Source: an optimization exercise on an open RTL-to-GDS flow (aim: small area). Production flows keep margins and buffers that such runs may drop.
The RTL was checked by simulation tests, not by an equivalence proof against the original design.

==> inputs of harbor <==
## track_formatter
module track_formatter (
  input  wire        clk,
  input  wire        rst,
  input  wire        cmd_valid,
  input  wire [7:0]  cmd_sc,
  input  wire [7:0]  cmd_n,
  input  wire [7:0]  cmd_fill,
  input  wire        wprot,
  input  wire        stop,
  input  wire        mfm,
  input  wire [7:0]  gap,
  input  wire [7:0]  gap2,
  input  wire [7:0]  sid_c,
  input  wire [7:0]  sid_h,
  input  wire [7:0]  sid_r,
  input  wire [7:0]  sid_n,
  input  wire        poll,
  input  wire        index,
  input  wire        phys_ok,
  output wire        busy,
  output reg         wr_valid,
  output reg         wr_bit,
  output wire        id_req,
  output reg         done,
  output wire [3:0]  done_code
);
Settings: LEC_CHECK=0, CAP_MARGIN=20, CORE_MARGIN=2, CORE_UTILIZATION=30, PLACE_DENSITY=0.45, SLEW_MARGIN=20; clock period 30.0 ns.
standard.sh (not shown) runs the stock make flow with config.mk's settings and CLKGATE_MAP_FILE= SYNTH_SCRIPT=/design/flow/synth_recipe.tcl, a recipe that flattens the netlist after the stock synthesis.
==> flow/flow/run.sh <==
#!/bin/bash
# The standard ORFS layout (the standard.sh), with these changes:
#  - synthesis maps the logic with ABC script flow/abc_area.script (an area-oriented
#    script) instead of ORFS's speed script, and leaves adders to ABC instead of mapping
#    them to adder cells first; everything else in synthesis is unchanged;
#  - every port still gets a buffer, of the smallest buffer cell;
#  - clock tree synthesis uses small clock buffers and no dummy loads.
# Each tool's full output goes to the ORFS logs under orfs/logs; make's own output goes to
# standard_flow.log.
set -euo pipefail
W=$(pwd)
ABC_SCRIPT=$W/flow/abc_area.script
# ORFS's synth.tcl with only the ABC script changed
sed "s#log_cmd abc {\*}\$abc_args#log_cmd abc -script $ABC_SCRIPT {*}[lrange \$abc_args 2 end]#" \
  "$FLOW_HOME/scripts/synth.tcl" > "$W/own_synth_body.tcl"
grep -q "log_cmd abc -script $ABC_SCRIPT" "$W/own_synth_body.tcl"
sed "s#source \$::env(SCRIPTS_DIR)/synth.tcl#source $W/own_synth_body.tcl#" synth_recipe.tcl > "$W/own_synth.tcl"
grep -q "own_synth_body.tcl" "$W/own_synth.tcl"
sed "s#$W/synth_recipe.tcl#$W/own_synth.tcl#" standard.sh > "$W/own_standard.sh"
grep -q "own_synth.tcl" "$W/own_standard.sh"
export ADDER_MAP_FILE=
export BUFFER_PORTS_ARGS="-buffer_cell sky130_fd_sc_hd__buf_1"
export CTS_ARGS="-sink_clustering_enable -repair_clock_nets -dont_use_dummy_load -sink_clustering_size 10 -sink_clustering_max_diameter 60 -buf_list sky130_fd_sc_hd__clkbuf_4 -root_buf sky130_fd_sc_hd__clkbuf_8"
bash "$W/own_standard.sh" > standard_flow.log 2>&1
==> flow/flow/abc_area.script <==
strash
&get -n
&deepsyn -T 10
&put
dch -f
amap
strash
dch -f
amap
topo
dnsize -c
==> yarrow (differences from harbor) <==
--- a/flow/design.v
+++ b/flow/design.v
@@ -1,13 +1,12 @@
 module crc16_ccitt_table (
   input  wire [15:0] crc,
   input  wire        bit_in,
-  input  wire        seed,
   output wire [15:0] val
 );
-  wire fb = !seed && (crc[15] ^ bit_in);
-  assign val = {crc[14:12], crc[11] ^ fb, crc[10:5], crc[4] ^ fb, crc[3:0], seed | fb};
+  wire fb = crc[15] ^ bit_in;
+  assign val = {crc[14:0], 1'b0} ^ ({16{fb}} & 16'h1021);
 endmodule
 module track_formatter (
   input  wire        clk,
   input  wire        rst,
   input  wire        cmd_valid,
@@ -27,13 +26,13 @@
   input  wire        index,
   input  wire        phys_ok,
   output wire        busy,
   output reg         wr_valid,
   output reg         wr_bit,
-  output wire        id_req,
+  output reg         id_req,
   output reg         done,
-  output wire [3:0]  done_code
+  output reg  [3:0]  done_code
 );
   localparam [1:0] S_IDLE = 2'b00;
   localparam [1:0] S_SNF  = 2'b01;
   localparam [1:0] S_SPIN = 2'b10;
   localparam [1:0] S_FMT  = 2'b11;
@@ -60,18 +59,16 @@
   reg [3:0]  phase;
   reg [14:0] count;          
   reg [3:0]  bitpos;         
   reg [31:0] id;             
   reg [15:0] crc;
-  reg        code_wp;        
-  reg        code_nf;        
-  assign busy      = state[1];
-  assign done_code = {code_nf, code_wp, code_wp, ~code_wp};
+  assign busy = state[1];
   wire fmt = (state == S_FMT);
   wire n_ok   = (cmd_n[7:4] == 4'd0) && !(cmd_n[3] && cmd_n[2:0] != 3'd0);
   wire accept = cmd_valid && !busy && n_ok;
-  wire wr     = fmt && poll && !stop;           
+  wire pl     = !stop && !accept && poll;       
+  wire wr     = pl && fmt;                      
   wire [2:0] k = bitpos[3:1];                   
   wire premark = mfm && (count[1:0] != 2'd3);   
   reg d;
   reg miss;
   always @(*) begin
@@ -102,14 +99,13 @@
       PH_ID_CRC, PH_DATA_CRC: d = crc[15];
       default:                d = mfm ? (8'h4E >> (3'd7 - k)) : 1'b1;
     endcase
   end
   wire cbit = bitpos[0] ? d : (!miss && (mfm ? !(wr_bit || d) : 1'b1));
-  wire seedph = (phase == PH_ID_SYNC) || (phase == PH_DATA_SYNC);
   wire [15:0] crc_step;
-  crc16_ccitt_table u_crc (.crc(crc), .bit_in(d), .seed(seedph), .val(crc_step));
-  wire [19:0] pos_inc = {1'b0, count, bitpos} + {19'd0, wr};
+  crc16_ccitt_table u_crc (.crc(crc), .bit_in(d), .val(crc_step));
+  wire [19:0] pos_inc = {1'b0, count, bitpos} + 20'd1;
   wire [15:0] cnt1    = pos_inc[19:4];           
   reg         lenbit;
   always @(*) begin
     case (fmt_n)
       4'd0: lenbit = cnt1[7];
@@ -147,70 +143,80 @@
     else if (phase == PH_ID_CRC && gap2 == 8'd0)
       ph_next = PH_DATA_SYNC;
     else
       ph_next = phase + 4'd1;
   end
-  wire step   = wr && (bitpos == 4'd15) && pend;
-  wire id_pos = (phase == PH_ID_SYNC) && (count[3:0] == 4'd0) && (bitpos[3:1] == 3'd0);
-  wire load_id = wr && id_pos && !bitpos[0];
-  assign id_req = wr_valid && id_pos && bitpos[0];
+  wire step = wr && (bitpos == 4'd15) && pend;
+  wire load_id = wr && (phase == PH_ID_SYNC) && ({count[3:0], bitpos} == 8'd0);
   always @(posedge clk) begin
     if (!busy) begin
       rem      <= cmd_sc;
       fmt_n    <= cmd_n[3:0];
       fmt_fill <= cmd_fill;
-    end else begin
-      rem      <= rem - {7'd0, step && sec_start};
+    end else if (step && sec_start && rem != 8'd0) begin
+      rem <= rem - 8'd1;
     end
-    bitpos <= fmt ? pos_inc[3:0] : 4'd0;
-    count  <= (fmt && !step) ? pos_inc[18:4] : 15'd0;
-    if (!fmt)
-      phase <= PH_GAP0;
-    else if (step)
-      phase <= ph_next;
+    if (!fmt) begin
+      phase  <= PH_GAP0;
+      count  <= 15'd0;
+      bitpos <= 4'd0;
+    end else if (wr) begin
+      if (step) begin
+        phase  <= ph_next;
+        count  <= 15'd0;
+        bitpos <= 4'd0;
+      end else begin
+        {count, bitpos} <= pos_inc[18:0];
+      end
+    end
     if (load_id)
       id <= {sid_c, sid_h, sid_r, sid_n};
-    if (wr && bitpos[0])
+    if (phase == PH_ID_SYNC || phase == PH_DATA_SYNC)
+      crc <= 16'hFFFF;
+    else if (wr && bitpos[0])
       crc <= crc_step;
     if (!fmt)
       wr_bit <= 1'b0;
     else if (wr)
       wr_bit <= cbit;
     if (accept)
       ic <= 1'b0;
-    else if (poll && index)
+    else if (pl && index)
       ic <= 1'b1;
-    code_wp <= accept && wprot;
-    code_nf <= !(fmt && phys_ok);
     if (rst) begin
       state    <= S_IDLE;
       wr_valid <= 1'b0;
+      id_req   <= 1'b0;
       done     <= 1'b0;
     end else begin
       wr_valid <= wr;
+      id_req   <= load_id;
       done     <= 1'b0;
       if (stop) begin
         state <= S_IDLE;
       end else if (accept) begin
         if (wprot) begin
-          done  <= 1'b1;
-          state <= S_IDLE;
+          done      <= 1'b1;
+          done_code <= 4'd14;
+          state     <= S_IDLE;
         end else begin
           state <= phys_ok ? S_SPIN : S_SNF;
         end
       end else if (poll) begin
         case (state)
           S_SNF: if (index && ic) begin
-            done <= 1'b1; state <= S_IDLE;
+            done <= 1'b1; done_code <= 4'd9; state <= S_IDLE;
           end
           S_SPIN: if (!phys_ok) begin
-            done <= 1'b1; state <= S_IDLE;
+            done <= 1'b1; done_code <= 4'd9; state <= S_IDLE;
           end else if (index && ic) begin
             state <= S_FMT;
           end
-          S_FMT: if (!phys_ok || index) begin
-            done <= 1'b1; state <= S_IDLE;
+          S_FMT: if (!phys_ok) begin
+            done <= 1'b1; done_code <= 4'd9; state <= S_IDLE;
+          end else if (index) begin
+            done <= 1'b1; done_code <= 4'd1; state <= S_IDLE;
           end
           default: ;
         endcase
       end
     end
==> flow/run.sh (new file) <==
#!/bin/bash
# synth_recipe.tcl (not shown) runs the flow's synth.tcl, then flattens the netlist and writes it again
# the make line also repeats each setting of config.mk as NAME=value (left out here)
make -C /OpenROAD-flow-scripts/flow DESIGN_CONFIG=/design/flow/config.mk WORK_HOME=/design/flow/orfs CLKGATE_MAP_FILE= SYNTH_SCRIPT=/design/flow/synth_recipe.tcl finish
removed: flow/flow/run.sh
removed: flow/flow/abc_area.script
removed: flow/standard.sh
==> flow_summary.ini <==
[run_status]
status = timing/DRC/antenna clean

[routing]
wirelength_um = 10600
wl_met2_um = 4580
viasPerCell = 4.90

[place]
placedCellCount = 716

[final_layout]
seq_share_pct = 51.9
multi_input_area_um2 = 1490
buffer_area_share_pct = 6.87

[sta]
setup_ws_ps = 17900

[synth]
synth-simple-area-share_pct = 16.8
That was harbor.
==> flow_summary.ini <==
[routing]
wirelength_um = 14900
viasPerCell = 5.20
wl_met2_um = 6800

[run_status]
status = timing/DRC/antenna clean

[synth]
synth-simple-area-share_pct = 21.2
synth_ff_type = edfxtp_1

[sta]
setup_ws_ps = 21160

[final_layout]
multi_input_area_um2 = 2920
seq_share_pct = 36.3
buffer_area_share_pct = 13.2
That was yarrow.

## afterwards: timing with drivers on the ports
No port has a modelled driver above. Below, the same layouts with a new extraction and two added sets of constraints.
Step 1 (the two cells are an assumption about what drives the block):
set clk [get_ports {clk}]
set_driving_cell -lib_cell sky130_fd_sc_hd__clkbuf_16 $clk
set_driving_cell -lib_cell sky130_fd_sc_hd__buf_2 [delete_from_list [all_inputs] $clk]
Step 2 adds t to the input delays and takes it off the output delays; t is the mean of the earliest and latest rising clock arrival at the registers after step 1. Input paths then give back, and output paths get back, about the clock's delay inside the block.
Three values: no drivers, after step 1, after step 2; two values: the first two.
run | t (ns) | setup WS [ns] | clock arrival spread, ns
harbor | 0.409 | 17.904 / 17.914 / 17.504 | 0.031 / 0.031
yarrow | 0.391 | 21.159 / 21.168 / 20.777 | 0.012 / 0.011
After both steps setup and hold are still met in every run listed. The setup slack of harbor, which loses most, moves by +0.010 ns with the drivers and by -0.400 ns with both steps.
